Source: an optimization exercise on an open RTL-to-GDS flow (aim: small area, a short achievable clock period and few clock cycles). Production flows keep margins and buffers that such runs may drop.
Only the layout flow was run in this run; the RTL was not checked for function there.
No activity file was given, so power comes from the tool's default toggle rates.

[flow/flow/run.sh]
#!/bin/bash
set -euo pipefail
export BUFFER_PORTS_ARGS="-buffer_cell sky130_fd_sc_hd__buf_2"
bash standard.sh > standard_flow.log 2>&1
[flow/standard.sh]
#!/bin/bash
# synth_recipe.tcl (not shown) runs the flow's synth.tcl, then flattens the netlist and writes it again
# the make line also repeats each setting of config.mk as NAME=value (left out here)
make -C /OpenROAD-flow-scripts/flow DESIGN_CONFIG=/design/flow/config.mk WORK_HOME=/design/flow/orfs CLKGATE_MAP_FILE= SYNTH_SCRIPT=/design/flow/synth_recipe.tcl "${@:-finish}"
[flow/config.mk]
export PLATFORM = sky130hd
export DESIGN_NAME = framecore_tx
export DESIGN_NICKNAME = framecore_tx
export VERILOG_FILES = /design/flow/design.v
export SDC_FILE = /design/flow/constraint.sdc
export NUM_CORES = 4
export LEC_CHECK = 0
export CAP_MARGIN = 20
export CORE_MARGIN = 2
export CORE_UTILIZATION = 40
export SETUP_SLACK_MARGIN = 1.5
export SLEW_MARGIN = 20
[flow/design.v]
module framecore_tx (
    input  wire        clk,
    input  wire        rst,             
    input  wire        cmd_valid,
    output wire        cmd_ready,
    input  wire [2:0]  cmd_op,
    input  wire [6:0]  cmd_len,
    input  wire        cmd_scheme,      
    input  wire [32:0] cmd_gen,
    input  wire [7:0]  cmd_tag_start,
    input  wire [7:0]  cmd_tag_stop,
    input  wire [7:0]  cmd_tag_esc,
    input  wire        in_valid,
    output wire        in_ready,
    input  wire [7:0]  in_data,
    output wire        out_valid,
    input  wire        out_ready,
    output wire [7:0]  out_data,
    output reg         done,
    output reg  [3:0]  res_result,
    output reg  [3:0]  res_errcode,
    output reg  [31:0] res_rem,
    output reg  [7:0]  res_olen
);
    localparam OP_NOP  = 3'd0;
    localparam OP_CENC = 3'd1;
    localparam OP_CVAL = 3'd2;
    localparam OP_PENC = 3'd3;
    localparam OP_PVAL = 3'd4;
    localparam OP_STUF = 3'd5;
    localparam OP_BLD  = 3'd6;
    localparam ERR_NONE    = 3'd0;
    localparam ERR_ILLOP   = 3'd1;
    localparam ERR_RSVD    = 3'd2;
    localparam ERR_BADLEN  = 3'd3;
    localparam ERR_BADGEN  = 3'd4;
    localparam ERR_BADTAGS = 3'd5;
    localparam IDLE  = 0;
    localparam REJ   = 1;    
    localparam START = 2;    
    localparam PAY   = 3;    
    localparam VTAIL = 4;    
    localparam FIN   = 5;    
    localparam CODE  = 6;    
    localparam STOP  = 7;    
    reg  [7:0]  s;
    reg         o_stuff, o_bld, o_val, o_pval, o_emit, o_crc, o_par;
    reg  [2:0]  errc;
    reg  [6:0]  cnt;         
    reg         last;        
    reg  [31:0] R;           
    reg  [31:0] G;           
    reg  [2:0]  rk;          
    reg  [1:0]  rlm;
    reg         rz;          
    reg  [7:1]  h;           
    reg  [2:0]  k;
    reg  [1:0]  lm1;         
    reg  [3:0]  ln;          
    reg  [1:0]  cr;          
    reg         ci0;         
    reg  [7:0]  t_start, t_stop, t_esc;
    reg  [7:0]  b;           
    reg         bv;          
    reg         pend;        
    reg         ov;
    reg  [7:0]  od;
    reg         dp;          
    reg         first;       
    reg         r6;          
    reg         rv, rp;      
    reg  [2:0]  re;
    function [2:0] lzc8(input [7:0] x);
        begin
            casez (x)
                8'b1???????: lzc8 = 3'd0;
                8'b01??????: lzc8 = 3'd1;
                8'b001?????: lzc8 = 3'd2;
                8'b0001????: lzc8 = 3'd3;
                8'b00001???: lzc8 = 3'd4;
                8'b000001??: lzc8 = 3'd5;
                8'b0000001?: lzc8 = 3'd6;
                default:     lzc8 = 3'd7;
            endcase
        end
    endfunction
    function [7:1] recip(input [7:0] gt);
        reg [7:0] hh;
        integer i, j;
        begin
            hh[0] = 1'b1;
            for (i = 1; i < 8; i = i + 1) begin
                hh[i] = 1'b0;
                for (j = 1; j <= i; j = j + 1)
                    hh[i] = hh[i] ^ (gt[8 - j] & hh[i - j]);
            end
            recip = hh[7:1];
        end
    endfunction
    function [31:0] div_byte(input [31:0] r, input [31:0] g, input [7:1] hr,
                             input [1:0] lm, input [7:0] bd, input [7:0] ba);
        reg [7:0]  t, hh, q;
        reg [31:0] w;
        integer i, j;
        begin
            t = r[31:24] ^ bd;
            hh = {hr, 1'b1};
            for (i = 0; i < 8; i = i + 1) begin
                q[i] = 1'b0;
                for (j = i; j < 8; j = j + 1)
                    q[i] = q[i] ^ (t[j] & hh[j - i]);
            end
            w = {r[23:0], 8'd0};
            case (lm)
                2'd0: w[31:24] = ba;
                2'd1: w[23:16] = ba;
                2'd2: w[15:8]  = ba;
                default: w[7:0] = ba;
            endcase
            for (i = 0; i < 8; i = i + 1)
                if (q[i]) w = w ^ (g << i);
            div_byte = w;
        end
    endfunction
    function is_tag(input [7:0] x, input [7:0] s0, input [7:0] s1, input [7:0] s2);
        is_tag = (x == s0) || (x == s1) || (x == s2);
    endfunction
    wire        c_takes_len = (cmd_op >= OP_CENC) && (cmd_op <= OP_BLD);
    wire        c_uses_gen  = (cmd_op == OP_CENC) || (cmd_op == OP_CVAL) ||
                              ((cmd_op == OP_BLD) && !cmd_scheme);
    wire        c_uses_par  = (cmd_op == OP_PENC) || (cmd_op == OP_PVAL) ||
                              ((cmd_op == OP_BLD) && cmd_scheme);
    wire        c_uses_tags = (cmd_op == OP_STUF) || (cmd_op == OP_BLD);
    wire        c_tags_ok   = (cmd_tag_start != cmd_tag_stop) &&
                              (cmd_tag_start != cmd_tag_esc) &&
                              (cmd_tag_stop  != cmd_tag_esc);
    wire        c_gen_ok    = (cmd_gen[32:1] != 32'd0);
    reg  [2:0]  c_err;
    always @(*) begin
        if (cmd_op == 3'd7)                          c_err = ERR_ILLOP;
        else if (!c_takes_len && cmd_len != 7'd0)    c_err = ERR_RSVD;
        else if (c_takes_len && cmd_len > 7'd64)     c_err = ERR_BADLEN;
        else if (c_uses_gen && !c_gen_ok)            c_err = ERR_BADGEN;
        else if (c_uses_tags && !c_tags_ok)          c_err = ERR_BADTAGS;
        else                                         c_err = ERR_NONE;
    end
    wire        c_rej = (c_err != ERR_NONE) || (cmd_op == OP_NOP);
    wire        nz4   = |cmd_gen[32:25];
    wire        nz3   = |cmd_gen[24:17];
    wire        nz2   = |cmd_gen[16:9];
    wire [1:0]  c_lm1 = nz4 ? 2'd3 : nz3 ? 2'd2 : nz2 ? 2'd1 : 2'd0;
    wire [2:0]  c_k   = nz4 ? lzc8(cmd_gen[32:25]) : nz3 ? lzc8(cmd_gen[24:17]) :
                        nz2 ? lzc8(cmd_gen[16:9])  : lzc8(cmd_gen[8:1]);
    wire [7:0]  code_b = ({8{ln[3]}} & R[31:24]) | ({8{ln[2]}} & R[23:16]) |
                         ({8{ln[1]}} & R[15:8])  | ({8{ln[0]}} & R[7:0]);
    wire        esc_i  = is_tag(in_data, t_start, t_stop, t_esc);   
    wire        esc_c  = o_emit && is_tag(code_b, t_start, t_stop, t_esc);
    assign      out_valid = ov;
    assign      out_data  = od;
    wire        oslot  = !ov || out_ready;           
    wire        ofree  = oslot && !pend;             
    wire        fin_ok = !dp || ofree;               
    wire        take     = s[PAY] && in_valid && !pend && oslot;
    assign      in_ready = s[PAY] && !pend && oslot;
    wire        start_ld = s[START] && ofree;
    wire        code_ld  = s[CODE] && !bv && !rz && ofree;
    wire        stop_ld  = s[STOP] && ofree;
    wire        pay_ld   = take && o_emit;
    wire        ld       = start_ld || code_ld || stop_ld || pay_ld;
    wire        pend_ld  = pend && oslot;
    wire        cesc     = (pay_ld && esc_i) || (code_ld && esc_c);
    wire        f_b = s[REJ] || (s[FIN] && !rz) || (s[VTAIL] && !bv);
    wire        f_c = s[PAY] && (o_stuff || o_pval) && last && !pend;
    wire        f_d = !pend && ((s[CODE] && !bv && !rz && ci0 && !o_bld) || s[STOP]);
    wire        fin = (f_b && !dp) || (oslot && ((f_b && !pend) || f_d || (f_c && in_valid)));
    assign cmd_ready = s[IDLE] || fin;
    wire        g_free = !o_crc || !(s[PAY] || s[START] || s[VTAIL] || bv) ||
                         s[FIN] || vt_step;         
    wire        clr    = rz && fin_ok;               
    wire        acc    = cmd_valid && cmd_ready;
    wire [4:0]  sh      = {~lm1, k};                  
    wire [31:0] gs      = G << k;
    wire        vt_step = s[VTAIL] && !bv && fin_ok;
    wire [2:0]  m       = 3'd0 - k;                   
    wire [7:0]  fcur    = vt_step ? 8'd0 : t_start;
    wire [15:0] fpair   = {t_stop, fcur};
    wire [7:0]  fbyte   = fpair >> m;                 
    wire [31:0] r_div   = div_byte(R, gs, h, lm1, b,
                                   o_val ? fbyte : 8'd0);
    wire [7:0]  gt      = gs[31:24];
    reg         r5;
    always @(*) begin
        done        = dp && ofree;
        r5          = (rv && R != 32'd0) || (rp && R[24]);
        res_result  = {1'b0, r5 | r6, r6, r5};
        res_errcode = {1'b0, re};
        res_rem     = R >> {~rlm, rk};
    end
    always @(posedge clk) begin
        h <= recip(gt);
        if (rst) begin
            s        <= 8'd1 << IDLE;
            ov       <= 1'b0;
            pend     <= 1'b0;
            bv       <= 1'b0;
            dp       <= 1'b0;
            R        <= 32'd0;
            rz       <= 1'b0;
            res_olen <= 8'd0;
        end else begin
            if (ld) begin
                ov <= 1'b1;
                if (start_ld)     od <= t_start;
                else if (stop_ld) od <= t_stop;
                else if (pay_ld)  od <= esc_i ? t_esc : in_data;
                else              od <= esc_c ? t_esc : code_b;
                first <= 1'b0;
            end else if (pend_ld) begin
                ov <= 1'b1;
                od <= b;
            end else if (out_ready)
                ov <= 1'b0;
            if (ld || pend_ld)
                res_olen <= (ld && first) ? 8'd1 : res_olen + 8'd1;
            if (pend_ld) pend <= 1'b0;
            if (cesc) pend <= 1'b1;
            if (take)         b <= o_val ? 8'd0 : in_data;
            else if (cesc)    b <= code_b;
            if (take && o_val) t_start <= in_data;
            if (done) dp <= 1'b0;
            if (clr) begin
                R  <= 32'd0;
                rz <= 1'b0;
            end
            if (bv || vt_step) R <= r_div;
            if ((bv || vt_step) && o_val) t_stop <= t_start;
            bv <= take && o_crc;
            if (take && o_par) R[24] <= (R[24] && !rz) ^ (^in_data);
            if (take) begin
                cnt  <= cnt - 7'd1;
                last <= (cnt == 7'd2);
            end
            if (code_ld) begin
                ln  <= ln >> 1;
                cr  <= cr - 2'd1;
                ci0 <= (cr == 2'd1);
            end
            if (start_ld) begin
                s[START] <= 1'b0;
                if (cnt != 7'd0) s[PAY] <= 1'b1; else s[CODE] <= 1'b1;
            end
            if (take && last) begin
                s[PAY] <= 1'b0;
                if (o_val) begin
                    if (m != 3'd0) s[VTAIL] <= 1'b1; else s[FIN] <= 1'b1;
                end else if (!o_stuff && !o_pval)
                    s[CODE] <= 1'b1;
            end
            if (code_ld && ci0) begin
                s[CODE] <= 1'b0;
                if (o_bld) s[STOP] <= 1'b1;
            end
            if (fin) begin
                s        <= 8'd1 << IDLE;
                dp <= 1'b1;
                re <= errc;
                r6 <= (errc != ERR_NONE);
                rv <= (errc == ERR_NONE) && o_val;
                rp <= (errc == ERR_NONE) && o_pval;
                if (!s[REJ]) begin
                    if (!o_stuff) begin
                        rk  <= k;
                        rlm <= lm1;
                    end
                    if (s[FIN] || o_val || o_pval) res_olen <= 8'd0;
                end
            end
            if (cmd_valid && g_free) G <= cmd_gen[31:0] << {~c_lm1, 3'd0};
            if (acc) begin
                o_stuff  <= (cmd_op == OP_STUF);
                o_bld    <= (cmd_op == OP_BLD);
                o_val    <= (cmd_op == OP_CVAL);
                o_pval   <= (cmd_op == OP_PVAL);
                o_emit   <= c_uses_tags;
                o_crc    <= c_uses_gen;
                o_par    <= c_uses_par;
                errc     <= c_err;
                cnt      <= cmd_len;
                last     <= (cmd_len == 7'd1);
                t_start  <= cmd_tag_start;
                t_stop   <= (cmd_op == OP_CVAL) ? 8'd0 : cmd_tag_stop;
                t_esc    <= cmd_tag_esc;
                first    <= 1'b1;
                ln       <= 4'b1000;
                cr       <= c_uses_gen ? c_lm1 : 2'd0;
                ci0      <= !c_uses_gen || (c_lm1 == 2'd0);
                if (c_uses_gen) begin
                    k   <= c_k;
                    lm1 <= c_lm1;
                end
                if (c_uses_par) begin
                    k   <= 3'd0;
                    lm1 <= 2'd0;
                end
                rz       <= !c_rej && (c_uses_gen || c_uses_par);
                if (c_rej)
                    s <= 8'd1 << REJ;
                else if (cmd_op == OP_BLD)
                    s <= 8'd1 << START;
                else if (cmd_len != 7'd0)
                    s <= 8'd1 << PAY;
                else if (cmd_op == OP_CENC || cmd_op == OP_PENC)
                    s <= 8'd1 << CODE;
                else
                    s <= 8'd1 << FIN;
            end
        end
    end
endmodule
[flow/constraint.sdc]
create_clock -name core_clock -period 5.0 [get_ports {clk}]
set_input_delay 1.0000 -clock core_clock [delete_from_list [all_inputs] [get_ports {clk}]]
set_output_delay 1.0000 -clock core_clock [all_outputs]
set_load 0.01 [all_outputs]
==> run notes <==
## per-layer routing
layer | routed length, microns | up-vias | share of wire (%) | GRT usage, %
li1 | - | 7055 | - | -
met1 | 24600 | 7376 | 44 | 35.7
met2 | 25800 | 653 | 46 | 40.3
met3 | 3940 | 77 | 7.0 | 2.97
met4 | 1520 | 0 | 2.7 | 8.04
met5 | 0 | - | 0 | 0
## metrics by stage
stage	std cells	power, uW	setup WS [ps]	instance area (sq um)	util (%)
2_1_floorplan	1925	4150	1240	16900	-
3_3_place_gp	2500	4850	987	17900	43.7
3_5_place_dp	2500	4890	862	17900	43.7
4_1_cts	2559	6440	1320	19100	46.6
5_1_grt	2584	6770	1190	19500	47.6
6_report	2584	6500	1320	19500	47.6
## state kept, by name, summed over array words and instances, names as in the netlist, 4 cells and up
register	count
b	8
ln	4
res_olen	8
R	32
od	8
G	32
s	8
cnt	7
t_stop	8
t_start	8
h	7
t_esc	8
## layout make-up
class / count / area share, %
inverter: 37 / 0.775
clock inverter: 15 / 1.06
tap: 532 / 3.41
timing repair buffer: 227 / 7.80
sequential: 174 / 23.7
clock buffer: 17 / 2.18
multi-input combinational: 1582 / 61.0
## layout by cell type, fill, tap and decap left out, drive strengths merged, types with 27 or more instances in the layout
master and count:
nor2 366, buf 225, xnor2 206, nand2 162, edfxtp 114, mux2i 92, a21oi 83, o21ai 77
xor2 63, dfxtp 60, mux4 49, a22oi 47, xnor3 46, inv 40, nor3 37, and2 29
nor4 28, mux2 28, nand3 27
## timing repair
item                                    in CTS  in global routing
pin swaps                                    4                 19
gates cloned                                 1                  2
gates resized for setup                     65                 67
endpoints found under the setup margin      63                 50
setup buffers                               26                 23
## synth_stat cells, types with 4 or more instances
library cell,number
a211oi_1,14
o311ai_0,4
nand4_1,22
mux4_2,49
or3_1,8
a22o_1,9
xnor3_1,45
and2_1,29
nor2b_1,12
nor4_1,28
nor2_1,365
o31ai_1,4
o211ai_1,13
o21a_1,7
nor3b_1,4
buf_1,18
o21bai_1,7
nand3_1,27
buf_4,7
or4_1,6
inv_1,34
o211a_1,4
nor3_1,37
o22ai_1,13
a211o_1,4
edfxtp_1,114
nand2_1,162
buf_2,17
xor2_1,60
o311a_1,10
a21oi_1,83
a31oi_1,4
mux2i_1,91
dfxtp_1,60
o21ai_0,76
clkbuf_1,89
ha_1,10
nand2b_1,18
or2_2,9
mux2_2,28
xnor2_1,205
a22oi_1,47
and3_1,19
## kinds of logic after synthesis
kind of cell / Yosys count / share of synthesized area (%)
buffers and inverters: 169 / 4.12
AND/OR/NAND/NOR: 756 / 20.1
adder cells (fa/ha/maj): 11 / 0.808
multiplexers: 169 / 14.0
AO/OA/AOI/OAI: 329 / 12.9
flip-flops: 174 / 27.6
other: 1 / 0.0224
XOR/XNOR: 315 / 20.5
## critical path, cell delays in order (launching register included)
cell and delay, ps:
edfxtp_1 350, buf_6 140, mux4_2 570, mux2i_4 230
buf_6 130, inv_4 30, ha_4 150, nor2_4 120
ha_4 240, mux2_4 340, o311ai_4 320, nor4_1 80
a211o_1 300, or4_1 400, nand3_1 90, xnor2_1 110
## worst max-delay path by stage
stage | endpoint | slack, ps | depth (start not counted) | startpoint
2_1_floorplan | h[6] | 1240 | 16 | k[1]
3_3_place_gp | R[5] | 990 | 12 | out_ready
3_5_place_dp | h[6] | 860 | 14 | k[1]
4_1_cts | h[6] | 1320 | 17 | k[1]
5_1_grt | R[31] | 1190 | 11 | k[0]
6_report | h[6] | 1320 | 15 | k[1]
## power by group
group          internal [uW]  switching, uW
Sequential              1610           97.9
Combinational           1690           1630
Clock                    846            637
Total                   4140           2360
==> impl_results.md <==
* Via count normalized by instance count at 5.87
* Iteration-0 DRC count of the detailed router at 1654
* Hold buffers post-CTS at 0
* Kind of capture point of the worst setup path: flip-flop
* Count of input and output buffers at 138
* Total power per unit cell area at 333 nW/um^2
* Most area-hungry cell type in the Yosys netlist: edfxtp_1
* Worst hold path class: flip-flop to flip-flop
* Maximum number of pins on one net before global-route repair at 50
* Initial antenna violation count at 0
* Data arrival time at the worst-slack endpoint at 4060 ps
* Final setup violation count at 0
* Placement Rows at 74
* Vias in the first global route at 14.4k
* Gate Count Post-Synth at 1924
* Average wire per cell in the routed design at 21.6 microns
* Chip Width at 209 microns
* Fillers at 3960
* Mean area per synthesized cell at 8.70 sq um
* Gr ovfl total at 0
* I/O pin cnt at 141
* Core Footprint at 41000 sq um
* Reg-to-reg critical path startpoint: k[1]
* Area share of the largest cell type after synthesis at 20.5%
* RSZ-0062 raised after global routing: yes
* Share of cells above drive strength 1 at 21.6%
* DRT antenna net count at 0
* Worst Tran Pin Value at 1060 ps
* Top post-synthesis cells by area: edfxtp_1 (20%), xnor2_1 (11%), nor2_1 (8.2%)
* Min Hold Slack at 459 ps
* Outcome: timing/DRC/antenna clean
* Clock tree skew after final layout at 12.6 ps
* Internal reg-to-reg setup slack at 1320 ps
* Area growth from synthesis to layout at 16.7%
* Total detailed-routing wirelength at 55900 microns
* Critical Path Source Type: flip-flop
* CP Max Fanout at 7
* Initial core utilization at 40.8%
* Hold Path Depth at 0
* Final critical path time including I/O delays and setup at 3680 ps
* Combined flip-flop and latch cell area at 4640 sq um
* Combined area of the multi-input logic cells at 11900 sq um
* Area of the die at 43500 sq um
* RR Endpoint: h[6]
* Diode insertion count for antenna repair at 0
* Number of remaining DRC errors at 0
* Worst Hold Launch: errc[1]
* CTS clk-pin slew, worst paths at 70 ps
* Most common flop cell mapped by yosys: edfxtp_1
* Worst skew pair latency at 460 ps
* Via Count at 15.2k
* Final cycle utilization of the critical path at 73.6%
* Leakage power figure at 0.00770 uW
* Upper clock frequency limit at 272 MHz
* Cell area after synthesis at 16700 sq um
* Headroom to the max-slew limit at 27.1%
* Number of unique standard cell types used by synthesis at 75
* Max-capacitance violation count at 0
* Die Height at 209 microns
* Total number of yosys warnings at 1
* Crit path kind: flip-flop to flip-flop
* Fraction of registers with async set/reset at 0%
* TritonCTS clock tree: done
* DRT Pass-1 Iters at 5
* Net count, final at 2130
* H-tree depth at 4
* CTS sink count at 174
* Setup TNS after final layout at 0 ps
* First-pass GRT wire length at 85700 microns
* Post-synth EDFFs at 114
* Count of state elements after synthesis at 174
* Hold violation count in the final report at 0
* Sequential share of the synthesized area at 27.6%
* Largest voltage drop on the vdd net at 249 uV
* CTS Root Cell: clkbuf_16
* Final weighted congestion in routability-driven placement at 0.937
* Max Root-Sink Buffers at 2
* Detail Placement HPWL at 40700 microns
* Pins Over Slew Limit at 0
* Worst reg-to-reg path cell count at 15
* Destination of the worst hold path: re[1]
* Required time worst endpoint at 5380 ps
* Overall global routing resource usage at 25.2%
* Number of clock buffers inserted by TritonCTS at 17

re-timing with driven ports:
The flow's constraints put no driver on any port. The routed layout listed below was extracted and timed again, unchanged, in two steps.
Step 1, drivers: a clkbuf_16 drives clk and a buf_2 each remaining input, both assumed.
Step 2 also shifts input and output timing later by t, the mid clock arrival at the registers, as if the neighbouring blocks saw the same clock.
a / b / c = ideal ports / drivers / drivers and shift; a / b = the first two.
t (ns): 0.508
slack for setup (ns): 1.320 / 1.320 / 1.243
hold slack, ns: 0.459 / 0.459 / 0.459
latest minus earliest clock arrival (ns): 0.013 / 0.013
worst data-port slew with drivers (ns): 0.04
After both steps setup and hold are still met in this run. For this run, drivers alone change the setup slack by 0.000 ns; drivers and shift together by -0.077 ns.
